What follows belongs to an exercise in optimizing a design on an open flow for small area, a short achievable clock period and few clock cycles per item; a production flow would make more cautious choices. Where RTL was checked, it was by simulation tests only, not by an equivalence proof against the original. No functional check of the RTL was part of runs 1 and 3. Power figures rest on the tool's default switching activity, not on a simulated workload.

<file path="flow/design.v">
module bcmseq #(
    parameter [15:0] BASE_LOOP_TICKS = 16'd8,
    parameter [15:0] CALL_OVERHEAD   = 16'd2,
    parameter [15:0] FIRST_INTERVAL  = 16'd100
) (
    input  wire        clk,
    input  wire        rst,
    input  wire        cmd_valid,
    input  wire [51:0] cmd,
    output reg         cmd_ready,
    output reg         rsp_valid,
    output wire [7:0]  rsp,
    input  wire [1:0]  rot,
    output reg         hm_en,
    output reg         hm_we,
    output reg  [10:0] hm_addr,
    output wire [7:0]  hm_wdata,
    input  wire [7:0]  hm_rdata,
    output reg         sm_en,
    output reg  [10:0] sm_addr,
    input  wire [7:0]  sm_rdata,
    output reg         tmr_load,
    output wire [15:0] tmr_period,
    output reg         tmr_stop,
    input  wire        tmr_expire,
    output reg         p_blank,
    output reg         p_lat,
    output reg         p_clk,
    output reg  [3:0]  p_addr,
    output reg  [5:0]  p_data
);
    localparam [3:0] OP_BEGIN    = 4'h1,
                     OP_STOP     = 4'h2,
                     OP_SETPIXEL = 4'h3,
                     OP_SWAPREQ  = 4'h4,
                     OP_RDSTAT   = 4'h5,
                     OP_COPYFWD  = 4'h6,
                     OP_BUFRD    = 4'h7,
                     OP_BUFWR    = 4'h8;
    localparam [15:0] BC2  = BASE_LOOP_TICKS + {CALL_OVERHEAD[14:0], 1'b0};
    localparam [15:0] DUR0 = BC2 - CALL_OVERHEAD;
    localparam [15:0] DUR1 = {BC2[14:0], 1'b0} - CALL_OVERHEAD;
    localparam [15:0] DUR2 = {BC2[13:0], 2'b0} - CALL_OVERHEAD;
    localparam [15:0] DUR3 = {BC2[12:0], 3'b0} - CALL_OVERHEAD;
    function [4:0] band_hi(input [2:0] r, input [1:0] b);
        begin
            case ({r, b})
                5'b000_00: band_hi = 5'd0;   5'b000_01: band_hi = 5'd1;   5'b000_10: band_hi = 5'd2;   5'b000_11: band_hi = 5'd3;
                5'b001_00: band_hi = 5'd3;   5'b001_01: band_hi = 5'd4;   5'b001_10: band_hi = 5'd5;   5'b001_11: band_hi = 5'd6;
                5'b010_00: band_hi = 5'd6;   5'b010_01: band_hi = 5'd7;   5'b010_10: band_hi = 5'd8;   5'b010_11: band_hi = 5'd9;
                5'b011_00: band_hi = 5'd9;   5'b011_01: band_hi = 5'd10;  5'b011_10: band_hi = 5'd11;  5'b011_11: band_hi = 5'd12;
                5'b100_00: band_hi = 5'd12;  5'b100_01: band_hi = 5'd13;  5'b100_10: band_hi = 5'd14;  5'b100_11: band_hi = 5'd15;
                5'b101_00: band_hi = 5'd15;  5'b101_01: band_hi = 5'd16;  5'b101_10: band_hi = 5'd17;  5'b101_11: band_hi = 5'd18;
                5'b110_00: band_hi = 5'd18;  5'b110_01: band_hi = 5'd19;  5'b110_10: band_hi = 5'd20;  5'b110_11: band_hi = 5'd21;
                5'b111_00: band_hi = 5'd21;  5'b111_01: band_hi = 5'd22;  5'b111_10: band_hi = 5'd23;  default:   band_hi = 5'd0;
            endcase
        end
    endfunction
    reg        active;
    reg        pending;      
    reg        swapreq;
    reg        back;         
    reg [1:0]  plane;        
    reg [2:0]  row;
    reg        st_pa, st_fill, st_rd, st_cp, st_wr, st_stop;
    reg        bot;          
    reg        is_px, is_cp;
    reg [1:0]  k;            
    reg [2:0]  p1, p2, p3;   
    reg        r0, g0, b0;   
    reg [7:0]  d;            
    reg [10:0] ha;           
    reg        run;          
    reg        go;           
    reg        sh;           
    reg        fz;           
    reg        bor;          
    reg        f0;           
    reg        p0;           
    reg [1:0]  t32;          
    reg [6:2]  tp;           
    wire        accept = cmd_valid & cmd_ready;
    wire [3:0]  op     = cmd[51:48];
    wire [15:0] cx     = cmd[47:32];
    wire [15:0] cy     = cmd[31:16];
    wire [15:0] cc     = cmd[15:0];
    wire op_begin = (op == OP_BEGIN);
    wire op_stop  = (op == OP_STOP);
    wire op_px    = (op == OP_SETPIXEL);
    wire op_swap  = (op == OP_SWAPREQ);
    wire op_stat  = (op == OP_RDSTAT);
    wire op_copy  = (op == OP_COPYFWD);
    wire op_bufrd = (op == OP_BUFRD);
    wire op_bufwr = (op == OP_BUFWR);
    wire in_range = rot[0] ? (~|cx[15:4] & ~|cy[15:5])
                           : (~|cx[15:5] & ~|cy[15:4]);
    reg [4:0] rx;
    reg [3:0] ry;
    always @(*) begin
        rx = (rot[0] ? cy[4:0] : cx[4:0]) ^ {5{rot[1] ^ rot[0]}};
        ry = (rot[0] ? cx[3:0] : cy[3:0]) ^ {4{rot[1]}};
    end
    wire [9:0] off      = ha[9:0];
    wire       off_last = (off == 10'd767);
    wire       cy5 = is_px | (&off[4:0]);
    wire [9:0] cy_off = {cy5 & (&off[8:5]), cy5 & (&off[7:5]), cy5 & (&off[6:5]), cy5 & off[5], cy5,
                         ~is_px & (&off[3:0]), ~is_px & (&off[2:0]), ~is_px & (&off[1:0]),
                         ~is_px & off[0], ~is_px};
    wire [9:0] off_inc = off ^ cy_off;
    reg [7:0] mg;
    always @(*) begin
        mg = hm_rdata;
        if (is_px) begin
            case (k)
                2'd0: if (!bot) mg[4:2] = p1;
                      else begin mg[7:5] = p1; mg[1:0] = {b0, g0}; end
                2'd1: if (!bot) begin mg[4:2] = p2; mg[0] = b0; end
                      else begin mg[7:5] = p2; mg[1] = r0; end
                default: if (!bot) begin mg[4:2] = p3; mg[1:0] = {g0, r0}; end
                      else mg[7:5] = p3;
            endcase
        end
    end
    assign hm_wdata = d;
    assign rsp      = d;
    wire go_fill   = st_fill & ~bor;
    wire go_rd     = st_rd & ~bor;
    wire go_wr     = st_wr & ~bor;
    wire wr_done   = is_cp ? off_last : (~is_px | k[1]);
    wire fill_done = go_fill & off_last & (ha[10] ^ back);
    wire [4:0] c        = sm_addr[4:0];
    wire       c31      = &c;
    wire       dec      = run & c31 & ~p0;                  
    wire       dpos     = run & c31 & p0;                   
    wire       wrap     = run & (c == 5'd1) & ~p0;          
    wire       stop_acc = accept & op_stop;
    wire       take     = pending & active & (dec | (~run & ~cmd_ready));
    reg        n_pa, n_fill, n_rd, n_cp, n_wr, n_stop, n_busy;
    always @(*) begin
        n_pa   = 1'b0;
        n_fill = st_fill & ~fill_done;
        n_stop = st_stop & run;
        n_rd   = (st_rd & bor) | (go_wr & ~wr_done) | st_pa;
        n_cp   = go_rd;
        n_wr   = (st_wr & bor) | (st_cp & (is_px | is_cp));
        n_busy = n_fill | n_rd | n_cp | n_wr | n_stop;
        if (accept) begin
            n_pa   = op_px & in_range;      
            n_fill = op_begin;
            n_stop = op_stop;
            n_rd   = op_copy | op_bufrd;
            n_wr   = op_bufwr;
        end
    end
    wire n_idle = ~accept & ~n_busy;
    wire n_fz   = (run & (c == 5'd30) & p0) | (~run & pending & active) |
                  (fz & ~p_lat & ~((dec | ~run) & ~take));
    wire n_run  = take | (run & ~(wrap & ~go));
    reg [10:0] n_ha;
    always @(*) begin
        n_ha = ha;
        if (cmd_ready) begin
            n_ha = {back ^ op_copy, op_px ? {2'b0, ry[2:0], rx} : cx[9:0]};
        end else if (st_pa) begin
            n_ha[9:5] = band_hi(ha[7:5], 2'd0);
        end else begin
            if (go_fill | ((go_rd | go_wr) & is_cp))
                n_ha[10] = ~ha[10];
            if ((go_fill & (ha[10] ^ back)) | go_wr)
                n_ha[9:0] = off_inc;
        end
    end
    wire       adv   = dpos & go;
    wire       wrap3 = (plane == 2'd3);
    wire       fswap = wrap3 & (&row) & swapreq;
    wire       swap  = adv & fswap;
    wire [1:0] plane_a = {plane[1] ^ plane[0], ~plane[0]};
    wire [2:0] row_a   = wrap3 ? row ^ {&row[1:0], row[0], 1'b1} : row;
    reg [1:0]  n_plane;
    reg [2:0]  n_row;
    reg        n_back;
    always @(*) begin
        n_plane = adv ? plane_a : plane;
        n_row   = adv ? row_a : row;
        n_back  = back ^ swap;
        if (fill_done) begin
            n_plane = 2'd3;
            n_row   = 3'd7;
            n_back  = 1'b0;
        end
    end
    function [1:0] band_of(input [1:0] pl, input nx_p0);
        case (pl)
            2'd0:    band_of = {1'b0, nx_p0};
            2'd1:    band_of = 2'd0;
            2'd2:    band_of = 2'd1;
            default: band_of = 2'd2;
        endcase
    endfunction
    wire [1:0] sa_band = adv ? plane : band_of(plane, ~p0);
    wire [4:0] c_inc   = c ^ {&c[3:0], &c[2:0], &c[1:0], c[0], 1'b1};
    wire [4:0] n_c     = ~run ? 5'd31 : (p0 ? c_inc : c);
    wire n_bor = run & ~p0 & (plane == 2'd0);
    reg [6:2] n_tp;
    always @(*) begin
        if (!active) n_tp = FIRST_INTERVAL[6:2];
        else case (plane)                   
            2'd1:    n_tp = DUR0[6:2];
            2'd2:    n_tp = DUR1[6:2];
            2'd3:    n_tp = DUR2[6:2];
            default: n_tp = DUR3[6:2];
        endcase
    end
    assign tmr_period = {9'd0, tp, sh, 1'b0};
    always @(posedge clk) begin
        ha <= n_ha;
        if (cmd_ready) begin
            d       <= {cc[7:1], cc[0] | (swapreq & op[2])};
            p1      <= {cc[2], cc[8],  cc[13]};
            p2      <= {cc[3], cc[9],  cc[14]};
            p3      <= {cc[4], cc[10], cc[15]};
            r0      <= cc[12];
            g0      <= cc[7];
            b0      <= cc[1];
            bot     <= ry[3];
            k       <= 2'd0;
            is_px   <= op_px;
            is_cp   <= op_copy;
        end else begin
            if (st_cp)
                d <= mg;
            if (go_wr)
                k <= {k[0], ~k[1] & ~k[0]};
        end
        hm_addr <= n_bor ? {~back, band_hi(row, 2'd2), c} : n_ha;
        if (rst) begin
            st_pa     <= 1'b0;
            st_fill   <= 1'b0;
            st_rd     <= 1'b0;
            st_cp     <= 1'b0;
            st_wr     <= 1'b0;
            st_stop   <= 1'b0;
            bor       <= 1'b0;
            hm_en     <= 1'b0;
            hm_we     <= 1'b0;
            cmd_ready <= 1'b1;
            rsp_valid <= 1'b0;
            tmr_stop  <= 1'b0;
        end else begin
            st_pa     <= n_pa;
            st_fill   <= n_fill;
            st_rd     <= n_rd;
            st_cp     <= n_cp;
            st_wr     <= n_wr;
            st_stop   <= n_stop;
            bor       <= n_bor;
            hm_en     <= n_bor | n_fill | n_rd | n_wr;
            hm_we     <= ~n_bor & (n_fill | n_wr);
            cmd_ready <= n_idle & ~n_fz;
            rsp_valid <= (accept & op_stat) | (st_cp & ~is_px & ~is_cp);
            tmr_stop  <= st_stop & ~run;
        end
        t32 <= sm_rdata[1:0];
        f0  <= (plane == 2'd0);
        if (!p0)
            p_data <= f0 ? {t32, sm_rdata[1:0], hm_rdata[1:0]} : sm_rdata[7:2];
        p0      <= ~run | ~p0;
        plane   <= n_plane;
        row     <= n_row;
        back    <= n_back;
        sm_addr <= {~(back ^ swap), band_hi(row, sa_band), n_c};
        tp      <= n_tp;
        if (!run)
            sh <= 1'b0;
        else if (wrap)
            sh <= 1'b1;
        if (take)
            go <= 1'b1;
        else if (dec)
            go <= 1'b0;
        pending <= (pending | tmr_expire) & ~take & ~(accept & op_begin);
        if (swap | fill_done)
            swapreq <= 1'b0;
        else if (accept & op_swap)
            swapreq <= 1'b1;
        if (rst) begin
            run      <= 1'b0;
            sm_en    <= 1'b0;
            fz       <= 1'b0;
            active   <= 1'b0;
            p_blank  <= 1'b1;
            p_lat    <= 1'b0;
            p_clk    <= 1'b0;
            p_addr   <= 4'd0;
            tmr_load <= 1'b0;
        end else begin
            run   <= n_run;
            sm_en <= 1'b1;           
            fz    <= n_fz;
            if (fill_done)
                active <= 1'b1;
            else if (stop_acc)
                active <= 1'b0;
            if (dec | take)
                p_blank <= 1'b1;
            else if (p_lat)
                p_blank <= 1'b0;
            p_lat    <= wrap & go;
            tmr_load <= (wrap & go) | (accept & op_begin);
            p_clk    <= run & sh & p0;
            if (fill_done)
                p_addr <= 4'd0;
            else if (dpos & sh)
                p_addr <= {1'b0, row};
        end
    end
endmodule
</file>
<file path="flow/flow/run.sh">
#!/bin/bash
# Standard layout, with the port buffers that buffer_ports inserts made
# sky130_fd_sc_hd__buf_1 (the resizer may still size them up) instead of the
# delay cell it picks by default. Every port still gets its own buffer.
set -euo pipefail
echo 'export BUFFER_PORTS_ARGS = -buffer_cell sky130_fd_sc_hd__buf_1' >> config.mk
bash standard.sh > standard_flow.log 2>&1
</file>
<file path="flow/standard.sh">
#!/bin/bash
# synth_recipe.tcl (not shown) runs the flow's synth.tcl, then flattens the netlist and writes it again
# the make line also repeats each setting of config.mk as NAME=value (left out here)
make -C /OpenROAD-flow-scripts/flow DESIGN_CONFIG=/design/flow/config.mk WORK_HOME=/design/flow/orfs CLKGATE_MAP_FILE= SYNTH_SCRIPT=/design/flow/synth_recipe.tcl "${@:-finish}"
</file>
<file path="flow/config.mk">
export PLATFORM = sky130hd
export DESIGN_NAME = bcmseq
export DESIGN_NICKNAME = bcmseq
export VERILOG_FILES = /design/flow/design.v
export SDC_FILE = /design/flow/constraint.sdc
export NUM_CORES = 4
export LEC_CHECK = 0
export ABC_AREA = 1
export CAP_MARGIN = 20
export CORE_MARGIN = 2
export CORE_UTILIZATION = 40
export CTS_BUF_LIST = sky130_fd_sc_hd__clkbuf_8
export CTS_CLUSTER_SIZE = 20
export SETUP_SLACK_MARGIN = 3.8
export SLEW_MARGIN = 20
export BUFFER_PORTS_ARGS = -buffer_cell sky130_fd_sc_hd__buf_1
</file>
<file path="flow/constraint.sdc">
create_clock -name core_clock -period 6.0 [get_ports {clk}]
set_input_delay 1.2000 -clock core_clock [delete_from_list [all_inputs] [get_ports {clk}]]
set_output_delay 1.2000 -clock core_clock [all_outputs]
set_load 0.01 [all_outputs]
</file>
==> flow_summary_export.csv, run 1 <==
group,metric,value,unit
yosys,synth_area_leaders,"dfxtp_1, edfxtp_1, nand2_1, o21ai_0, inv_1",
global_routing,antenna_found_initial,0,
yosys,synth_top_area_cell,"dfxtp_1",
sta,drv_slew,0,
pwr,peakVddDrop,155.7,uV
pwr,power.leakage,2.710,nW
clock_network,cts_tree,"done",
die,die-area,14340,sq um
job,maxCapViolations,0,
detailed_routing,wl,14.02,mm
worst_setup_path,start_kind,"flop",
detailed_routing,dr.first_iter.drc_count,359,
sta,whs,465.9,ps
pwr,power_density,249.2,nW/um^2
clock_network,cts_made_buffers,9,
run_status,status,"finished clean",
sta,fin_setup_tns,0,ps
placed_design,place_hpwl,10.54,mm
yosys,netlist_area,5359,sq um
sta,max_freq,456.8,MHz
yosys,yosys_warnings,1,
global_routing,grt_usage,0.1955,
yosys,ys_top_cells_by_count,"nand2_1, dfxtp_1, inv_1, o21ai_0, nor2_1",
yosys,avgSynthCellArea,7.744,sq um
worst_setup_path,worstReg2RegStart,"sm_addr[0]",
yosys,yosysMostFrequentCell,"nand2_1",
die,coreArea,13140,sq um
yosys,synth_top_area_frac,0.2876,
detailed_routing,wire_per_inst,14.02,microns
worst_setup_path,worstPathRequired,4800,ps
detailed_routing,drtPass1Iterations,5,
yosys,yosysSeqAreaShare,0.4502,
global_routing,grt_pass1_vias,4668,
worst_setup_path,cp_max_fo,2,
sta,finalHoldViolCount,0,
sta,fin_crit_sh,0.3649,
worst_setup_path,end_kind,"output port",
detailed_routing,viasPerCell,4.997,
die,rows,42,
yosys,synth_edf_count,29,
die,ios,148,
yosys,synth-seq-cells,106,
yosys,synth-async-reset-ratio,0,
yosys,synth_cell_type_count,43,
finish,final_nets,912,
clock_network,clk_pin_slew,100,ps
global_routing,grt_pass1_wl,22.07,mm
detailed_routing,drc,0,
finish,fillers,1346,
sta,max-slew-margin-rel,0.5860,
hold_path,hold_class,"reg2reg",
clock_network,clk_latency,380,ps
finish,area_growth,17.14,%
global_routing,overflow,0,
worst_setup_path,setup.worst_path.start,"cmd_ready",
sta,tightest_slew,618.8,ps
finish,drive_above_1_share,0.08617,
clock_network,h-tree-depth,3,
yosys,synthesis.instances,692,
hold_path,min_from,"st_rd",
clock_network,root_buffer,"clkbuf_8",
die,dieWidth,119.7,microns
clock_network,cts_hold_buffers,0,
detailed_routing,drtAntennaViolNets,0,
yosys,ys.flop_type,"dfxtp_1",
sta,fin_skew,10.86,ps
sta,rsz0062_at_grt,"true",
sta,setup_viol,0,
worst_setup_path,cp.arrival,990,ps
die,start_util,0.4079,
worst_setup_path,crit_type,"reg2out",
placed_design,io_buffer_count,135,
sta,timing.final.crit_period,2189,ps
finish,antennaDiodeCount,0,
finish,post-route-util,0.4778,
clock_network,cts_sinks,106,
clock_network,clock_path_buffers,2,
detailed_routing,vias,4997,
die,die_h,119.7,microns
placed_design,gp_congestion,0.8967,
global_routing,grt_max_degree,24,
-- cell type report --
class,count,area [sq um],area share
multi-input combinational,475,2482,0.3955
sequential,106,2424,0.3861
timing repair buffer,143,616.8,0.09827
inverter,84,326.6,0.05202
tap,176,220.2,0.03508
clock buffer,13,178.9,0.02850
clock inverter,3,28.78,0.004584
-- placed cells by master, fill, tap and decap left out, types with 3 or more instances in the layout --
master,Yosys,final
nor3_1,5,5
nand3_1,47,46
conb_1,1,11
nand4_1,11,11
o21ai_1,9,9
o21bai_1,3,3
inv_1,70,68
a21oi_1,36,36
nand2_1,154,154
nor2_1,59,58
o21ai_0,61,61
clkbuf_8,0,13
nor2_2,3,3
o211ai_1,6,6
nor2_4,3,4
dfxtp_1,77,70
mux2_2,4,4
dfxtp_2,0,6
edfxtp_1,29,29
a31oi_1,4,4
buf_1,0,132
buf_4,20,6
inv_2,9,10
nor4_1,6,6
xor2_1,7,7
xnor2_1,4,3
ha_1,19,18
-- per-stage QoR --
step | instance area [sq um] | setup WS [ps] | std cells | power (mW)
global route | 6277 | 3775 | 1000 | 1.646
floorplan | 5400 | 3831 | 702 | 1.028
global placement | 5916 | 3065 | 977 | 1.100
CTS | 6225 | 3770 | 998 | 1.573
detailed placement | 5916 | 3041 | 977 | 1.107
finish | 6277 | 3811 | 1000 | 1.564
-- per-layer routing --
layer | track usage | wire, microns
met1 | 0.2419 | 6156
met2 | 0.3296 | 6563
met3 | 0.02899 | 775
met4 | 0.1022 | 527
met5 | 0 | 0
-- worst paths after layout --
path                     end  slack [ps]  cells after the start
setup / recovery   cmd_ready        3810                      2
hold / removal         st_cp         470                      2
setup reg to reg  sm_addr[6]        3950                     11
hold reg to reg        st_cp         470                      2
-- worst max-delay path, cell delays in order (launching register included) --
cell and delay (ps):
dfxtp_4 380, buf_12 120, buf_6 110
-- flip-flops by register name, summed over array words and instances, names as in the netlist, 2 cells and up --
signal,cells
t32,2
k,2
sm_addr,11
tp,5
d,8
plane,2
ha,11
p2,3
p1,3
p_data,6
p3,3
hm_addr,11
p_addr,3
row,3
-- report_power, final --
part	leakage, nW	internal [mW]	switching [mW]
sequential	0.924	0.790	0.0408
clock	0.108	0.202	0.254
combinational	1.68	0.104	0.173
total	2.71	1.10	0.468
-- kinds of logic after synthesis --
logic type / after synthesis / synth area share
other: 1 / 0.0006998
AND/OR/NAND/NOR: 299 / 0.2447
adder cells (fa/ha/maj): 19 / 0.04436
XOR/XNOR: 11 / 0.01798
multiplexers: 4 / 0.008405
flip-flops: 106 / 0.4502
AO/OA/AOI/OAI: 131 / 0.1333
buffers and inverters: 121 / 0.1004
-- what timing repair did --
item,4_1_cts,5_1_grt
setup endpoints to repair,26,17
buffers inserted,4,2
gates cloned,1,0
endpoints found under the hold margin,0,0
resized for setup,15,12
==> run 2: changes to the inputs <==
--- a/flow/design.v
+++ b/flow/design.v
@@ -62,6 +62,7 @@
     reg        back;         
     reg [1:0]  plane;        
     reg [2:0]  row;
+    reg        h_idle;
     reg        st_pa, st_fill, st_rd, st_cp, st_wr, st_stop;
     reg        bot;          
     reg        is_px, is_cp;
@@ -77,8 +78,9 @@
     reg        bor;          
     reg        f0;           
     reg        p0;           
+    reg        ok;           
     reg [1:0]  t32;          
-    reg [6:2]  tp;           
+    reg [6:1]  tp;           
     wire        accept = cmd_valid & cmd_ready;
     wire [3:0]  op     = cmd[51:48];
     wire [15:0] cx     = cmd[47:32];
@@ -145,7 +147,7 @@
         n_wr   = (st_wr & bor) | (st_cp & (is_px | is_cp));
         n_busy = n_fill | n_rd | n_cp | n_wr | n_stop;
         if (accept) begin
-            n_pa   = op_px & in_range;      
+            n_pa   = op_px;
             n_fill = op_begin;
             n_stop = op_stop;
             n_rd   = op_copy | op_bufrd;
@@ -159,7 +161,7 @@
     reg [10:0] n_ha;
     always @(*) begin
         n_ha = ha;
-        if (cmd_ready) begin
+        if (h_idle) begin
             n_ha = {back ^ op_copy, op_px ? {2'b0, ry[2:0], rx} : cx[9:0]};
         end else if (st_pa) begin
             n_ha[9:5] = band_hi(ha[7:5], 2'd0);
@@ -211,10 +213,10 @@
             default: n_tp = DUR3[6:2];
         endcase
     end
-    assign tmr_period = {9'd0, tp, sh, 1'b0};
+    assign tmr_period = {9'd0, tp, 1'b0};
     always @(posedge clk) begin
         ha <= n_ha;
-        if (cmd_ready) begin
+        if (h_idle) begin
             d       <= {cc[7:1], cc[0] | (swapreq & op[2])};
             p1      <= {cc[2], cc[8],  cc[13]};
             p2      <= {cc[3], cc[9],  cc[14]};
@@ -224,6 +226,7 @@
             b0      <= cc[1];
             bot     <= ry[3];
             k       <= 2'd0;
+            ok      <= ~op_px | in_range;
             is_px   <= op_px;
             is_cp   <= op_copy;
         end else begin
@@ -234,6 +237,7 @@
         end
         hm_addr <= n_bor ? {~back, band_hi(row, 2'd2), c} : n_ha;
         if (rst) begin
+            h_idle    <= 1'b1;
             st_pa     <= 1'b0;
             st_fill   <= 1'b0;
             st_rd     <= 1'b0;
@@ -247,6 +251,7 @@
             rsp_valid <= 1'b0;
             tmr_stop  <= 1'b0;
         end else begin
+            h_idle    <= n_idle;
             st_pa     <= n_pa;
             st_fill   <= n_fill;
             st_rd     <= n_rd;
@@ -255,7 +260,7 @@
             st_stop   <= n_stop;
             bor       <= n_bor;
             hm_en     <= n_bor | n_fill | n_rd | n_wr;
-            hm_we     <= ~n_bor & (n_fill | n_wr);
+            hm_we     <= ~n_bor & (n_fill | (n_wr & (h_idle | ok)));
             cmd_ready <= n_idle & ~n_fz;
             rsp_valid <= (accept & op_stat) | (st_cp & ~is_px & ~is_cp);
             tmr_stop  <= st_stop & ~run;
@@ -269,7 +274,7 @@
         row     <= n_row;
         back    <= n_back;
         sm_addr <= {~(back ^ swap), band_hi(row, sa_band), n_c};
-        tp      <= n_tp;
+        tp      <= {n_tp, active};
         if (!run)
             sh <= 1'b0;
         else if (wrap)
==> flow/flow/run.sh (replaced) <==
#!/bin/bash
# Standard layout, with two changes:
#  - the port buffers that buffer_ports inserts are sky130_fd_sc_hd__buf_1
#    (the resizer may still size them up) instead of the delay cell it picks
#    by default; every port still gets its own buffer;
#  - clock tree synthesis inserts no dummy load cells.
set -euo pipefail
echo 'export BUFFER_PORTS_ARGS = -buffer_cell sky130_fd_sc_hd__buf_1' >> config.mk
echo 'export CTS_ARGS = -sink_clustering_enable -repair_clock_nets -sink_clustering_size 20 -buf_list sky130_fd_sc_hd__clkbuf_8 -dont_use_dummy_load' >> config.mk
bash standard.sh > standard_flow.log 2>&1
--- a/flow/config.mk
+++ b/flow/config.mk
@@ -14,3 +14,4 @@
 export SETUP_SLACK_MARGIN = 3.8
 export SLEW_MARGIN = 20
 export BUFFER_PORTS_ARGS = -buffer_cell sky130_fd_sc_hd__buf_1
+export CTS_ARGS = -sink_clustering_enable -repair_clock_nets -sink_clustering_size 20 -buf_list sky130_fd_sc_hd__clkbuf_8 -dont_use_dummy_load
==> run 2 against run 1 <==
Effect of this change:
- worst hold slack got worse by 3.1 ps
- largest power group unchanged
- clock-buffer cell count decreased by 4
- utilization decreased by 1.1 points
- non-clock buffer count decreased by 5
- highest routed layer unchanged
- maximum frequency increased by 0.48%
- sequential share of layout area increased by 1.9 points
- cell count decreased by 2.0%
- first-iteration DRC count decreased by 16%
- sequential power increased by 2.6%
- total power decreased by 5.7%
- still clean on timing, DRC and antenna
- cell area decreased by 2.0%
==> flow_summary_export.csv, run 2 <==
group,metric,value,unit
finish,fin_cells,980,
sta,finalHoldViolCount,0,
worst_setup_path,worstPathRequired,4800,ps
clock_network,clock_path_buffers,2,
yosys,yosys_warnings,1,
worst_setup_path,cp.arrival,980,ps
yosys,ys_top_cells_by_count,"nand2_1, inv_1, dfxtp_1, o21ai_0, nor2_1",
clock_network,clk_latency,390,ps
die,dieWidth,120.1,microns
finish,antennaDiodeCount,0,
clock_network,cts_sinks,109,
global_routing,overflow,0,
yosys,synth_top_area_cell,"dfxtp_1",
pwr,netSwitchingPower,431.2,uW
pwr,peakVddDrop,194.5,uV
finish,final_nets,899,
worst_setup_path,cpLargestDelayFamily,"flip-flops",
die,coreArea,13190,sq um
worst_setup_path,slowest_delay,400,ps
detailed_routing,drc,0,
finish,top_regs,"ha x11, hm_addr x11, sm_addr x11",
sta,fin_crit_sh,0.3631,
global_routing,grt_pass1_vias,4655,
yosys,synth_area_leaders,"dfxtp_1, edfxtp_1, nand2_1, o21ai_0, inv_1",
detailed_routing,vias,4884,
pwr,combinationalPowerShare,0.181,
global_routing,grt_max_degree,38,
run_status,status,"finished clean",
finish,layout_commonest_cell,"nand2_1",
yosys,synth_cell_type_count,44,
worst_setup_path,crit_type,"reg2out",
die,die_h,120.1,microns
finish,final_cell_mix,"nand2_1, buf_1, inv_1",
yosys,synth-async-reset-ratio,0,
global_routing,grt_usage,0.1911,
sta,setup_viol,0,
clock_network,root_buffer,"clkbuf_8",
sta,max-slew-margin-rel,0.5243,
sta,max_freq,459.0,MHz
pwr,power_density,239.9,nW/um^2
pwr,clockPowerShare,0.241,
clock_network,cts_made_buffers,9,
worst_setup_path,start_kind,"flop",
placed_design,gp_congestion,0.9053,
yosys,synth_edf_count,30,
detailed_routing,wire_per_inst,13.97,microns
detailed_routing,drtAntennaViolNets,0,
detailed_routing,drtPass1Iterations,5,
worst_setup_path,ff2ff_setup_slack,4000,ps
finish,area_growth,14.03,%
hold_path,hold_class,"reg2reg",
placed_design,place_inst,969,
worst_setup_path,crit_buf_inv,1,
die,ios,148,
worst_setup_path,slowest_stage,"dfxtp_2",
finish,drive_above_1_share,0.06468,
job,maxCapViolations,0,
sta,tightest_slew,712.7,ps
placed_design,place_hpwl,10.44,mm
pwr,switching_share,0.2922,
clock_network,h-tree-depth,3,
yosys,avgSynthCellArea,7.897,sq um
detailed_routing,wl,13.69,mm
yosys,ys.flop_type,"dfxtp_1",
placed_design,io_buffer_count,135,
sta,rsz0062_at_grt,"true",
clock_network,cts_tree,"done",
yosys,yosysSeqAreaShare,0.4602,
detailed_routing,viasPerCell,4.984,
detailed_routing,dr.first_iter.drc_count,300,
yosys,yosysMostFrequentCell,"nand2_1",
worst_setup_path,crit_chain,"buf_1",
global_routing,grt_pass1_wl,21.89,mm
sta,fin_skew,26.55,ps
yosys,synth_top_area_frac,0.2932,
yosys,synthesis.instances,683,
yosys,synth-seq-cells,109,
pwr,seqPwrFrac,0.578,
pwr,power.leakage,2.639,nW
yosys,netlist_area,5394,sq um
clock_network,clk_pin_slew,110,ps
pwr,p_int,1.045,mW
die,die-area,14430,sq um
worst_setup_path,end_kind,"output port",
sta,timing.final.crit_period,2179,ps
die,start_util,0.4089,
die,rows,42,
sta,drv_slew,0,
global_routing,antenna_found_initial,0,
worst_setup_path,cp_max_fo,5,
sta,fin_setup_tns,0,ps
-- run 2: changes by cell type after synthesis, sizes merged, moves of 3 or more --
| cell | change |
|---|---|
| nor2 | -4 |
| nand3 | -8 |
| inv | +5 |
| nor3 | +3 |
| clkinv | -4 |
| a21oi | -3 |
| xor2 | +3 |
| nand4 | -4 |
| clkbuf | -3 |
-- run 2: area by class of cell --
type | instances | area (sq um)
multi-input combinational | 463 | 2449
inverter | 85 | 329.1
clock buffer | 9 | 123.9
timing repair buffer | 138 | 538.0
sequential | 109 | 2491
fill | 1367 | 7039
tap | 176 | 220.2
-- run 2: kinds of logic (layout without fill, tap and decap cells) --
family                   after synthesis  after routing  synth area share
AND/OR/NAND/NOR                      287            287            0.2320
other                                  1             11         0.0006952
buffers and inverters                121            232            0.1007
flip-flops                           109            109            0.4602
XOR/XNOR                              12             12           0.01948
adder cells (fa/ha/maj)               19             19           0.04407
AO/OA/AOI/OAI                        130            130            0.1345
multiplexers                           4              4          0.008350
-- run 2: through the flow --
stage | power (mW) | util | hold slack, ps | area, sq um | setup slack [ps]
6_report | 1.476 | 0.4663 | 462.8 | 6151 | 3821
3_5_place_dp | 1.129 | 0.4514 | 453.3 | 5954 | 3002
5_1_grt | 1.558 | 0.4663 | 495.6 | 6151 | 3776
3_3_place_gp | 1.122 | 0.4514 | 452.3 | 5954 | 3024
4_1_cts | 1.485 | 0.4626 | 467.8 | 6102 | 3795
2_1_floorplan | 1.050 | - | 411.7 | 5440 | 3825
-- run 2: worst paths after layout --
kind	from	endpoint	cells after the start
max	sm_addr[4]	sm_addr[4]	1
min	st_stop	tmr_stop	2
max reg2reg	sm_addr[1]	sm_addr[6]	10
min reg2reg	st_stop	tmr_stop	2
-- run 2: what timing repair did --
action | in CTS | in global routing
hold endpoints to repair | 0 | 0
hold buffers | 0 | 0
pin swaps | 0 | 1
endpoints found under the setup margin | 25 | 17
setup buffers | 0 | 2
gates resized for setup | 11 | 11
-- run 2: power by group through the flow --
stage	Clock, mW	Combinational, mW	Sequential (mW)
6_report	0.356	0.267	0.853
5_1_grt	0.395	0.303	0.860
2_1_floorplan	0	0.181	0.869
3_3_place_gp	0	0.255	0.867
4_1_cts	0.368	0.264	0.853
3_5_place_dp	0	0.260	0.868
-- run 2: layer usage --
layer | global-route usage | routed length [microns]
met2 | 0.3317 | 6786
met5 | 0 | 0
met3 | 0.04895 | 749
met1 | 0.2357 | 5931
met4 | 0.04853 | 225
Testbench counts of run 2, summed over its fixed seeds: cycles 49,192, ticks 768.
==> run 3: changes to the inputs <==
--- a/flow/design.v
+++ b/flow/design.v
@@ -61,6 +61,7 @@
     reg        swapreq;
     reg        back;         
     reg [1:0]  plane;        
+    localparam [1:0] G0 = 2'b00, G1 = 2'b01, G2 = 2'b11, G3 = 2'b10;    
     reg [2:0]  row;
     reg        h_idle;
     reg        st_pa, st_fill, st_rd, st_cp, st_wr, st_stop;
@@ -173,10 +174,10 @@
         end
     end
     wire       adv   = dpos & go;
-    wire       wrap3 = (plane == 2'd3);
+    wire       wrap3 = (plane == G3);
     wire       fswap = wrap3 & (&row) & swapreq;
     wire       swap  = adv & fswap;
-    wire [1:0] plane_a = {plane[1] ^ plane[0], ~plane[0]};
+    wire [1:0] plane_a = {plane[0], ~plane[1]};
     wire [2:0] row_a   = wrap3 ? row ^ {&row[1:0], row[0], 1'b1} : row;
     reg [1:0]  n_plane;
     reg [2:0]  n_row;
@@ -186,30 +187,34 @@
         n_row   = adv ? row_a : row;
         n_back  = back ^ swap;
         if (fill_done) begin
-            n_plane = 2'd3;
+            n_plane = G3;
             n_row   = 3'd7;
             n_back  = 1'b0;
         end
     end
-    function [1:0] band_of(input [1:0] pl, input nx_p0);
-        case (pl)
-            2'd0:    band_of = {1'b0, nx_p0};
-            2'd1:    band_of = 2'd0;
-            2'd2:    band_of = 2'd1;
-            default: band_of = 2'd2;
+    reg [1:0] sa_band;
+    always @(*) begin
+        case ({adv, plane})
+            {1'b0, G0}: sa_band = {1'b0, ~p0};
+            {1'b0, G1}: sa_band = 2'd0;
+            {1'b0, G2}: sa_band = 2'd1;
+            {1'b0, G3}: sa_band = 2'd2;
+            {1'b1, G0}: sa_band = 2'd0;
+            {1'b1, G1}: sa_band = 2'd1;
+            {1'b1, G2}: sa_band = 2'd2;
+            default:    sa_band = 2'd3;
         endcase
-    endfunction
-    wire [1:0] sa_band = adv ? plane : band_of(plane, ~p0);
+    end
     wire [4:0] c_inc   = c ^ {&c[3:0], &c[2:0], &c[1:0], c[0], 1'b1};
     wire [4:0] n_c     = ~run ? 5'd31 : (p0 ? c_inc : c);
-    wire n_bor = run & ~p0 & (plane == 2'd0);
+    wire n_bor = run & ~p0 & (plane == G0);
     reg [6:2] n_tp;
     always @(*) begin
         if (!active) n_tp = FIRST_INTERVAL[6:2];
         else case (plane)                   
-            2'd1:    n_tp = DUR0[6:2];
-            2'd2:    n_tp = DUR1[6:2];
-            2'd3:    n_tp = DUR2[6:2];
+            G1:      n_tp = DUR0[6:2];
+            G2:      n_tp = DUR1[6:2];
+            G3:      n_tp = DUR2[6:2];
             default: n_tp = DUR3[6:2];
         endcase
     end
@@ -266,7 +271,7 @@
             tmr_stop  <= st_stop & ~run;
         end
         t32 <= sm_rdata[1:0];
-        f0  <= (plane == 2'd0);
+        f0  <= (plane == G0);
         if (!p0)
             p_data <= f0 ? {t32, sm_rdata[1:0], hm_rdata[1:0]} : sm_rdata[7:2];
         p0      <= ~run | ~p0;
==> flow/flow/run.sh (replaced) <==
#!/bin/bash
# Standard layout, with the port buffers that buffer_ports inserts made
# sky130_fd_sc_hd__buf_1 (the resizer may still size them up) instead of the
# delay cell it picks by default. Every port still gets its own buffer.
set -euo pipefail
echo 'export BUFFER_PORTS_ARGS = -buffer_cell sky130_fd_sc_hd__buf_1' >> config.mk
bash standard.sh > standard_flow.log 2>&1
--- a/flow/config.mk
+++ b/flow/config.mk
@@ -14,4 +14,3 @@
 export SETUP_SLACK_MARGIN = 3.8
 export SLEW_MARGIN = 20
 export BUFFER_PORTS_ARGS = -buffer_cell sky130_fd_sc_hd__buf_1
-export CTS_ARGS = -sink_clustering_enable -repair_clock_nets -sink_clustering_size 20 -buf_list sky130_fd_sc_hd__clkbuf_8 -dont_use_dummy_load
==> run 3 against run 2 <==
Effect of this change:
- flip-flop and latch count did not move
- critical path depth up 18
- via count up 5.4%
- wire length increased by 8.5%
- critical path type is now reg2reg
- highest routed layer unchanged
- synthesized cell count grew 3.7%
- combinational power rose by 22%
- first-iteration DRC count rose by 26%
- critical endpoint is now sm_addr[7]
- sequential share of layout area is 3.2 points lower
- die area rose by 2.4%
- non-clock buffer count up 28
- clock skew shrank 13 ps
==> flow_summary_export.csv, run 3 <==
group,metric,value,unit
run_status,status,"finished clean",
yosys,netlist_area,5529,sq um
worst_setup_path,end_kind,"flop",
finish,fillers,1359,
yosys,synth_area_leaders,"dfxtp_1, edfxtp_1, nand2_1, o21ai_0, inv_1",
worst_setup_path,cp_max_fo,6,
sta,fin_skew,13.32,ps
pwr,power.leakage,2.860,nW
die,coreArea,13350,sq um
sta,max-slew-margin-rel,0.5471,
finish,drive_above_1_share,0.1199,
detailed_routing,wl,14.86,mm
clock_network,root_buffer,"clkbuf_8",
detailed_routing,wire_per_inst,14.36,microns
yosys,synth_edf_count,30,
finish,antennaDiodeCount,0,
sta,fin_setup_tns,0,ps
yosys,synth_top_area_frac,0.2860,
yosys,avgSynthCellArea,7.809,sq um
worst_setup_path,worstReg2RegStart,"sm_addr[1]",
placed_design,pre_cts_slack,3007,ps
clock_network,clock_path_buffers,2,
clock_network,clk_pin_slew,100,ps
global_routing,overflow,0,
worst_setup_path,setup.worst_path.start,"sm_addr[1]",
sta,worst_slack,3687,ps
clock_network,h-tree-depth,3,
sta,drv_slew,0,
detailed_routing,dr.first_iter.drc_count,378,
finish,top_regs,"ha x11, hm_addr x11, sm_addr x11",
sta,max_freq,432.4,MHz
clock_network,cts_made_buffers,9,
die,ios,148,
detailed_routing,drtPass1Iterations,6,
clock_network,clk_latency,390,ps
sta,finalHoldViolCount,0,
yosys,yosysMostFrequentCell,"nand2_1",
pwr,power_density,249.7,nW/um^2
yosys,ys_top_cells_by_count,"nand2_1, inv_1, dfxtp_1, o21ai_0, a21oi_1",
clock_network,cts_sinks,109,
worst_setup_path,start_kind,"flop",
placed_design,gp_congestion,0.8961,
sta,fin_crit_sh,0.3854,
die,rows,42,
hold_path,min_from,"st_rd",
global_routing,antenna_found_initial,0,
yosys,synth_top_area_cell,"dfxtp_1",
clock_network,cts_tree,"done",
pwr,peakVddDrop,150.9,uV
global_routing,grt_usage,0.1996,
placed_design,place_hpwl,10.83,mm
die,die_h,121.6,microns
finish,multi_input_area,2618,sq um
job,maxCapViolations,0,
finish,final-seq-area,2500,sq um
yosys,yosys_warnings,1,
yosys,synth-async-reset-ratio,0,
hold_path,hold_class,"reg2reg",
die,start_util,0.4142,
sta,timing.final.crit_period,2313,ps
sta,tightest_slew,679.4,ps
yosys,ys.flop_type,"dfxtp_1",
worst_setup_path,crit_type,"reg2reg",
die,dieWidth,121.6,microns
detailed_routing,vias,5149,
yosys,synthesis.instances,708,
finish,area_growth,21.07,%
finish,layout_commonest_cell,"nand2_1",
global_routing,grt_max_degree,43,
yosys,synth-seq-cells,109,
sta,rsz0062_at_grt,"true",
detailed_routing,viasPerCell,4.975,
detailed_routing,drc,0,
global_routing,grt_pass1_vias,4875,
placed_design,io_buffer_count,135,
finish,final_nets,950,
finish,final_cell_mix,"nand2_1, buf_1, inv_1",
sta,setup_viol,0,
die,die-area,14780,sq um
worst_setup_path,cp.arrival,2590,ps
global_routing,grt_pass1_wl,23.03,mm
detailed_routing,drtAntennaViolNets,0,
worst_setup_path,worstPathRequired,6280,ps
yosys,yosysSeqAreaShare,0.4490,
yosys,synth_cell_type_count,40,
-- run 3: critical path: stages (launching register included) --
cell and delay, ps:
dfxtp_4 370, ha_4 140, inv_2 40, nor2_2 80, ha_2 200, inv_2 50, nor3_4 120, buf_6 160
inv_4 40, a21oi_4 140, nand2_1 80, nand2_2 100, inv_2 60, ha_4 160, nor2_2 70, nor2_1 50
inv_1 100, nand2_2 70, a21oi_2 130, a21oi_2 40
-- run 3: stage by stage --
step / power, mW / util / cells / hold slack, ps / area (sq um)
CTS: 1.671 / 0.4830 / 1020 / 464.8 / 6447
floorplan: 1.082 / - / 718 / 399.1 / 5610
global placement: 1.159 / 0.4567 / 989 / 451.8 / 6096
global route: 1.756 / 0.5015 / 1035 / 487.9 / 6694
finish: 1.671 / 0.5015 / 1035 / 468.3 / 6694
detailed placement: 1.167 / 0.4567 / 989 / 444.0 / 6096
-- run 3: kinds of logic (layout without fill, tap and decap cells) --
family	Yosys count	in the layout	synth area share
xor gates and xnor gates	10	10	0.01720
other	1	11	0.0006782
adders and majority gates	22	22	0.04978
muxes	4	4	0.008146
buffers and inverters	131	272	0.1059
DFF	109	109	0.4490
AOI/OAI and AO/OA	152	152	0.1471
and+or+nand+nor	279	279	0.2222
-- run 3: report_power, final --
group	total [mW]	internal (mW)	leakage [nW]	switching (mW)
Sequential	0.856	0.817	0.949	0.0391
Clock	0.489	0.233	0.110	0.255
Combinational	0.326	0.119	1.80	0.207
Total	1.67	1.17	2.86	0.501
-- run 3: worst paths after layout --
| check | end | cells after the start | slack [ps] |
|---|---|---|---|
| setup / recovery | sm_addr[7] | 19 | 3690 |
| hold / removal | st_cp | 2 | 470 |
| setup reg to reg | sm_addr[7] | 19 | 3690 |
| hold reg to reg | st_cp | 2 | 470 |
-- run 3: final cells by class --
type / count / area share
Tap cell: 176 / 0.03290
Timing Repair Buffer: 166 / 0.1193
Clock inverter: 7 / 0.01327
Multi-Input combinational cell: 478 / 0.3910
Clock buffer: 9 / 0.01850
Inverter: 90 / 0.05159
Sequential cell: 109 / 0.3735
-- run 3: repair_timing --
item / CTS / global route
gates resized for setup: 12 / 38
endpoints found under the setup margin: 25 / 27
pin swaps: 6 / 8
hold buffers: 0 / 0
buffers inserted: 15 / 15
-- run 3: metal layers --
layer / wire length [microns] / GRT usage / vias to the layer above
met5: 0 / 0 / -
met4: 324 / 0.07256 / 0
met3: 765 / 0.04775 / 21
met2: 7207 / 0.3480 / 152
met1: 6564 / 0.2398 / 2384
li1: - / - / 2592
==> run 4: changes to the inputs <==
--- a/flow/design.v
+++ b/flow/design.v
@@ -61,7 +61,6 @@
     reg        swapreq;
     reg        back;         
     reg [1:0]  plane;        
-    localparam [1:0] G0 = 2'b00, G1 = 2'b01, G2 = 2'b11, G3 = 2'b10;    
     reg [2:0]  row;
     reg        h_idle;
     reg        st_pa, st_fill, st_rd, st_cp, st_wr, st_stop;
@@ -71,14 +70,13 @@
     reg [2:0]  p1, p2, p3;   
     reg        r0, g0, b0;   
     reg [7:0]  d;            
-    reg [10:0] ha;           
     reg        run;          
     reg        go;           
     reg        sh;           
     reg        fz;           
-    reg        bor;          
-    reg        f0;           
-    reg        p0;           
+    reg        m3;           
+    reg [1:0]  ph;
+    reg [1:0]  t0;           
     reg        ok;           
     reg [1:0]  t32;          
     reg [6:1]  tp;           
@@ -103,7 +101,7 @@
         rx = (rot[0] ? cy[4:0] : cx[4:0]) ^ {5{rot[1] ^ rot[0]}};
         ry = (rot[0] ? cx[3:0] : cy[3:0]) ^ {4{rot[1]}};
     end
-    wire [9:0] off      = ha[9:0];
+    wire [9:0] off      = hm_addr[9:0];
     wire       off_last = (off == 10'd767);
     wire       cy5 = is_px | (&off[4:0]);
     wire [9:0] cy_off = {cy5 & (&off[8:5]), cy5 & (&off[7:5]), cy5 & (&off[6:5]), cy5 & off[5], cy5,
@@ -126,16 +124,20 @@
     end
     assign hm_wdata = d;
     assign rsp      = d;
-    wire go_fill   = st_fill & ~bor;
-    wire go_rd     = st_rd & ~bor;
-    wire go_wr     = st_wr & ~bor;
+    wire go_fill   = st_fill;
+    wire go_rd     = st_rd;
+    wire go_wr     = st_wr;
     wire wr_done   = is_cp ? off_last : (~is_px | k[1]);
-    wire fill_done = go_fill & off_last & (ha[10] ^ back);
+    wire fill_done = go_fill & off_last & (hm_addr[10] ^ back);
     wire [4:0] c        = sm_addr[4:0];
     wire       c31      = &c;
-    wire       dec      = run & c31 & ~p0;                  
-    wire       dpos     = run & c31 & p0;                   
-    wire       wrap     = run & (c == 5'd1) & ~p0;          
+    wire       c0       = ~|c;
+    wire [1:0] lastph   = (m3 | ((plane == 2'd0) & c0)) ? 2'd2 : 2'd1;
+    wire       at_last  = (ph == lastph);
+    wire       pre      = m3 ? (ph == 2'd1) : (ph == 2'd0);   
+    wire       dec      = run & c31 & pre;                  
+    wire       dpos     = run & c31 & at_last;              
+    wire       wrap     = run & c0 & at_last;               
     wire       stop_acc = accept & op_stop;
     wire       take     = pending & active & (dec | (~run & ~cmd_ready));
     reg        n_pa, n_fill, n_rd, n_cp, n_wr, n_stop, n_busy;
@@ -143,9 +145,9 @@
         n_pa   = 1'b0;
         n_fill = st_fill & ~fill_done;
         n_stop = st_stop & run;
-        n_rd   = (st_rd & bor) | (go_wr & ~wr_done) | st_pa;
+        n_rd   = (go_wr & ~wr_done) | st_pa;
         n_cp   = go_rd;
-        n_wr   = (st_wr & bor) | (st_cp & (is_px | is_cp));
+        n_wr   = st_cp & (is_px | is_cp);
         n_busy = n_fill | n_rd | n_cp | n_wr | n_stop;
         if (accept) begin
             n_pa   = op_px;
@@ -156,28 +158,29 @@
         end
     end
     wire n_idle = ~accept & ~n_busy;
-    wire n_fz   = (run & (c == 5'd30) & p0) | (~run & pending & active) |
+    wire prefz  = run & (m3 ? (c31 & (ph == 2'd0)) : ((c == 5'd30) & (ph == 2'd1)));
+    wire n_fz   = prefz | (~run & pending & active) |
                   (fz & ~p_lat & ~((dec | ~run) & ~take));
     wire n_run  = take | (run & ~(wrap & ~go));
     reg [10:0] n_ha;
     always @(*) begin
-        n_ha = ha;
+        n_ha = hm_addr;
         if (h_idle) begin
             n_ha = {back ^ op_copy, op_px ? {2'b0, ry[2:0], rx} : cx[9:0]};
         end else if (st_pa) begin
-            n_ha[9:5] = band_hi(ha[7:5], 2'd0);
+            n_ha[9:5] = band_hi(hm_addr[7:5], 2'd0);
         end else begin
             if (go_fill | ((go_rd | go_wr) & is_cp))
-                n_ha[10] = ~ha[10];
-            if ((go_fill & (ha[10] ^ back)) | go_wr)
+                n_ha[10] = ~hm_addr[10];
+            if ((go_fill & (hm_addr[10] ^ back)) | go_wr)
                 n_ha[9:0] = off_inc;
         end
     end
     wire       adv   = dpos & go;
-    wire       wrap3 = (plane == G3);
+    wire       wrap3 = (plane == 2'd3);
     wire       fswap = wrap3 & (&row) & swapreq;
     wire       swap  = adv & fswap;
-    wire [1:0] plane_a = {plane[0], ~plane[1]};
+    wire [1:0] plane_a = {plane[1] ^ plane[0], ~plane[0]};
     wire [2:0] row_a   = wrap3 ? row ^ {&row[1:0], row[0], 1'b1} : row;
     reg [1:0]  n_plane;
     reg [2:0]  n_row;
@@ -187,40 +190,48 @@
         n_row   = adv ? row_a : row;
         n_back  = back ^ swap;
         if (fill_done) begin
-            n_plane = G3;
+            n_plane = 2'd3;
             n_row   = 3'd7;
             n_back  = 1'b0;
         end
     end
-    reg [1:0] sa_band;
-    always @(*) begin
-        case ({adv, plane})
-            {1'b0, G0}: sa_band = {1'b0, ~p0};
-            {1'b0, G1}: sa_band = 2'd0;
-            {1'b0, G2}: sa_band = 2'd1;
-            {1'b0, G3}: sa_band = 2'd2;
-            {1'b1, G0}: sa_band = 2'd0;
-            {1'b1, G1}: sa_band = 2'd1;
-            {1'b1, G2}: sa_band = 2'd2;
-            default:    sa_band = 2'd3;
+    function [1:0] band_of(input [1:0] pl, input [1:0] nx_ph);
+        case (pl)
+            2'd0:    band_of = nx_ph;
+            2'd1:    band_of = 2'd0;
+            2'd2:    band_of = 2'd1;
+            default: band_of = 2'd2;
         endcase
-    end
+    endfunction
     wire [4:0] c_inc   = c ^ {&c[3:0], &c[2:0], &c[1:0], c[0], 1'b1};
-    wire [4:0] n_c     = ~run ? 5'd31 : (p0 ? c_inc : c);
-    wire n_bor = run & ~p0 & (plane == G0);
+    reg  [4:0] n_c;
+    reg  [1:0] n_ph;
+    always @(*) begin
+        if (!run) begin
+            n_c  = 5'd31;
+            n_ph = 2'd1;
+        end else if (at_last) begin
+            n_c  = c_inc;
+            n_ph = 2'd0;
+        end else begin
+            n_c  = c;
+            n_ph = {ph[0], ~ph[0]};
+        end
+    end
+    wire [1:0] sa_band = adv ? plane : band_of(plane, n_ph);
     reg [6:2] n_tp;
     always @(*) begin
         if (!active) n_tp = FIRST_INTERVAL[6:2];
         else case (plane)                   
-            G1:      n_tp = DUR0[6:2];
-            G2:      n_tp = DUR1[6:2];
-            G3:      n_tp = DUR2[6:2];
+            2'd1:    n_tp = DUR0[6:2];
+            2'd2:    n_tp = DUR1[6:2];
+            2'd3:    n_tp = DUR2[6:2];
             default: n_tp = DUR3[6:2];
         endcase
     end
     assign tmr_period = {9'd0, tp, 1'b0};
     always @(posedge clk) begin
-        ha <= n_ha;
+        hm_addr <= n_ha;
         if (h_idle) begin
             d       <= {cc[7:1], cc[0] | (swapreq & op[2])};
             p1      <= {cc[2], cc[8],  cc[13]};
@@ -240,7 +251,6 @@
             if (go_wr)
                 k <= {k[0], ~k[1] & ~k[0]};
         end
-        hm_addr <= n_bor ? {~back, band_hi(row, 2'd2), c} : n_ha;
         if (rst) begin
             h_idle    <= 1'b1;
             st_pa     <= 1'b0;
@@ -249,7 +259,6 @@
             st_cp     <= 1'b0;
             st_wr     <= 1'b0;
             st_stop   <= 1'b0;
-            bor       <= 1'b0;
             hm_en     <= 1'b0;
             hm_we     <= 1'b0;
             cmd_ready <= 1'b1;
@@ -263,27 +272,29 @@
             st_cp     <= n_cp;
             st_wr     <= n_wr;
             st_stop   <= n_stop;
-            bor       <= n_bor;
-            hm_en     <= n_bor | n_fill | n_rd | n_wr;
-            hm_we     <= ~n_bor & (n_fill | (n_wr & (h_idle | ok)));
+            hm_en     <= n_fill | n_rd | n_wr;
+            hm_we     <= n_fill | (n_wr & (h_idle | ok));
             cmd_ready <= n_idle & ~n_fz;
             rsp_valid <= (accept & op_stat) | (st_cp & ~is_px & ~is_cp);
             tmr_stop  <= st_stop & ~run;
         end
         t32 <= sm_rdata[1:0];
-        f0  <= (plane == G0);
-        if (!p0)
-            p_data <= f0 ? {t32, sm_rdata[1:0], hm_rdata[1:0]} : sm_rdata[7:2];
-        p0      <= ~run | ~p0;
+        t0  <= t32;
+        if (!pre)
+            p_data <= (m3 & (ph == 2'd0)) ? {t0, t32, sm_rdata[1:0]} : sm_rdata[7:2];
+        ph      <= n_ph;
         plane   <= n_plane;
         row     <= n_row;
         back    <= n_back;
         sm_addr <= {~(back ^ swap), band_hi(row, sa_band), n_c};
         tp      <= {n_tp, active};
-        if (!run)
+        if (!run) begin
+            m3 <= 1'b0;
             sh <= 1'b0;
-        else if (wrap)
+        end else if (wrap) begin
+            m3 <= (plane == 2'd0);
             sh <= 1'b1;
+        end
         if (take)
             go <= 1'b1;
         else if (dec)
@@ -317,7 +328,7 @@
                 p_blank <= 1'b0;
             p_lat    <= wrap & go;
             tmr_load <= (wrap & go) | (accept & op_begin);
-            p_clk    <= run & sh & p0;
+            p_clk    <= run & sh & pre;
             if (fill_done)
                 p_addr <= 4'd0;
             else if (dpos & sh)
==> run 4 against run 3 <==
Effect of this change:
- maximum frequency up 5.4%
- cell count down 6.7%
- largest power group unchanged
- wire length is 15% lower
- critical endpoint is now sm_addr[1]
- total power fell by 7.0%
- clock skew is 2.8 ps lower
- cell area decreased by 5.2%
- register-to-register slack gained 160 ps
- global-route usage is 1.7 points lower
- sequential share of layout area up 1.0 points
- die area down 5.9%
- synthesized area shrank 6.1%
==> flow_summary_export.csv, run 4 <==
group,metric,value,unit
worst_setup_path,crit_chain,"buf_4 > buf_6",
worst_setup_path,cp.arrival,990,ps
run_status,status,"finished clean",
detailed_routing,wl,12.66,mm
global_routing,overflow,0,
worst_setup_path,slowest_stage,"dfxtp_4",
pwr,power.leakage,2.677,nW
clock_network,root_buffer,"clkbuf_8",
clock_network,clock_path_buffers,2,
finish,antennaDiodeCount,0,
die,start_util,0.4098,
yosys,yosys_warnings,1,
die,die_h,117.9,microns
placed_design,pre_cts_slack,3129,ps
yosys,synth_area_leaders,"edfxtp_1, dfxtp_1, nand2_1, o21ai_0, inv_1",
finish,final_nets,882,
yosys,synth_top_area_frac,0.2371,
placed_design,place_hpwl,9.218,mm
detailed_routing,drtPass1Iterations,6,
detailed_routing,vias,4724,
placed_design,gp_congestion,0.8945,
sta,finalHoldViolCount,0,
yosys,synth_top_area_cell,"edfxtp_1",
sta,fin_crit_sh,0.3658,
yosys,synthesis.instances,644,
clock_network,cts_sinks,100,
sta,rsz0062_at_grt,"true",
yosys,synth-adder-area-share,0.04578,
clock_network,cts_made_buffers,9,
finish,final_area,6345,sq um
yosys,ys_top_cells_by_count,"nand2_1, inv_1, o21ai_0, dfxtp_1, nor2_1",
global_routing,grt_pass1_wl,20.53,mm
worst_setup_path,slowest_delay,370,ps
global_routing,grt_max_degree,49,
placed_design,place_inst,923,
sta,drv_slew,0,
finish,area_growth,22.19,%
yosys,synth_xor_area_frac,0.01831,
worst_setup_path,worstPathRequired,4800,ps
hold_path,min_from,"t32[0]",
clock_network,cts_tree,"done",
worst_setup_path,setup.worst_path.start,"sm_addr[1]",
sta,max-slew-margin-rel,0.4526,
yosys,netlist_area,5192,sq um
yosys,synth_top_family_by_area,"simple AND/OR/NAND/NOR gates",
sta,worst_slack,3805,ps
finish,drive_above_1_share,0.1398,
finish,layout_commonest_cell,"nand2_1",
detailed_routing,viasPerCell,4.890,
worst_setup_path,start_kind,"flop",
pwr,power_density,245.1,nW/um^2
finish,top_regs,"hm_addr x11, sm_addr x11, d x8",
worst_setup_path,worstReg2RegStart,"sm_addr[0]",
detailed_routing,wire_per_inst,13.11,microns
sta,tightest_slew,812.5,ps
placed_design,place_area,5732,sq um
yosys,ys.flop_type,"dfxtp_1",
die,die-area,13910,sq um
yosys,synth_compound_area_frac,0.1516,
finish,final_cell_mix,"nand2_1, buf_1, o21ai_0",
clock_network,clk_latency,380,ps
sta,setup_viol,0,
detailed_routing,dr.first_iter.drc_count,254,
die,ios,148,
clock_network,cts_hold_buffers,0,
placed_design,io_buffer_count,135,
yosys,synth_mux_area_frac,0,
finish,fillers,1264,
die,coreArea,12670,sq um
finish,post-route-util,0.5007,
pwr,peakVddDrop,158.4,uV
clock_network,h-tree-depth,3,
die,rows,41,
worst_setup_path,crit_buf_inv,2,
yosys,avgSynthCellArea,8.063,sq um
yosys,yosys.area_share.simple,0.2178,
detailed_routing,drtAntennaViolNets,0,
sta,timing.final.crit_period,2195,ps
yosys,yosysMostFrequentCell,"nand2_1",
yosys,synth_edf_count,41,
sta,fin_skew,10.53,ps
die,dieWidth,117.9,microns
global_routing,grt_pass1_vias,4379,
worst_setup_path,end_kind,"output port",
finish,fin_cells,966,
yosys,synth_cell_type_count,45,
yosys,synth-seq-cells,100,
yosys,synth-async-reset-ratio,0,
detailed_routing,drc,0,
hold_path,hold_class,"reg2reg",
global_routing,antenna_found_initial,0,
clock_network,clk_pin_slew,90,ps
worst_setup_path,cp_max_fo,4,
sta,max_freq,455.7,MHz
yosys,yosysSeqAreaShare,0.4646,
sta,fin_setup_tns,0,ps
global_routing,grt_usage,0.1829,
worst_setup_path,ff2ff_setup_slack,3850,ps
job,maxCapViolations,0,
worst_setup_path,crit_type,"reg2out",
worst_setup_path,cpLargestDelayFamily,"flip-flops",
## run 4: cell types whose count changed in the layout (fill, tap and decap cells not counted), moves of 10 or more
cell | before | now
nor3_1 | 13 | 2
inv_1 | 80 | 70
nand2_1 | 148 | 129
edfxtp_1 | 30 | 41
dfxtp_1 | 73 | 50
## run 4: power by group
part	switching, mW	internal (mW)
Clock	0.231	0.190
Sequential	0.0453	0.769
Combinational	0.194	0.125
Total	0.471	1.08
## run 4: worst paths after layout
path | endpoint | depth (start not counted)
worst max-delay path | sm_addr[1] | 2
worst min-delay path | t0[0] | 0
worst max register to register | sm_addr[5] | 17
worst min register to register | t0[0] | 0
## run 4: stage by stage
step / total power, mW / hold WS (ps)
after floorplan: 1.019 / 331.1
after global placement: 1.090 / 335.9
after detailed placement: 1.098 / 347.2
after CTS: 1.544 / 362.6
after global routing: 1.643 / 373.9
final: 1.555 / 358.5
## run 4: kinds of logic after synthesis
kind of cell	Yosys count
AO/OA/AOI/OAI	144
XOR/XNOR	10
adder cells (fa/ha/maj)	19
buffers and inverters	117
flip-flops	100
other	1
AND/OR/NAND/NOR	253
## run 4: final cells by class
type                       count  area (sq um)  area share
tap                          172         215.2     0.03392
multi-input combinational    437          2454      0.3867
sequential                   100          2436      0.3839
clock inverter                 7         61.31    0.009663
clock buffer                   9         123.9     0.01952
timing repair buffer         162         739.5      0.1165
inverter                      79         315.3     0.04969
## run 4: repair_timing
item,CTS,global route
endpoints found under the setup margin,34,20
pin swaps,9,14
setup buffers,16,11
resized for setup,37,35
## run 4: routing by layer
metal  vias to the layer above  wire length [microns]  GRT usage
met2                       145                   6218     0.3103
met5                         -                      0          0
li1                       2397                      -          -
met3                        16                    770    0.06153
met4                         0                    171    0.04518
met1                      2166                   5500     0.2235
Testbench counts of run 4, summed over its fixed seeds: cycles 55,520, ticks 768.

-- static timing again, ports no longer ideal --
The flow's constraints put no driver on any port. The routed layouts listed below were extracted and timed again, unchanged, in two steps. Step 1, drivers: a clkbuf_16 drives clk and a buf_2 each remaining input, both assumed. Step 2 moves the port delays by t, midway between the first and last clock arrival at a register: inputs arrive t later, outputs are due t later. That takes back most of the time a late clock gives input paths. Three values: ideal ports, drivers, drivers and shift; two values: the first two.
| run | shift t [ns] | setup WS [ns] | worst setup path after step 2 |
|---|---|---|---|
| run 1 | 0.410 | 3.811 / 3.774 / 3.493 | input to register |
| run 2 | 0.405 | 3.821 / 3.786 / 3.475 | input to register |
| run 3 | 0.418 | 3.687 / 3.665 / 3.480 | input to register |
| run 4 | 0.410 | 3.805 / 3.769 / 3.485 | input to register |
After both steps setup and hold are still met in every run listed. The setup slack of run 2, which loses most, moves by -0.035 ns with the drivers and by -0.346 ns with both steps.
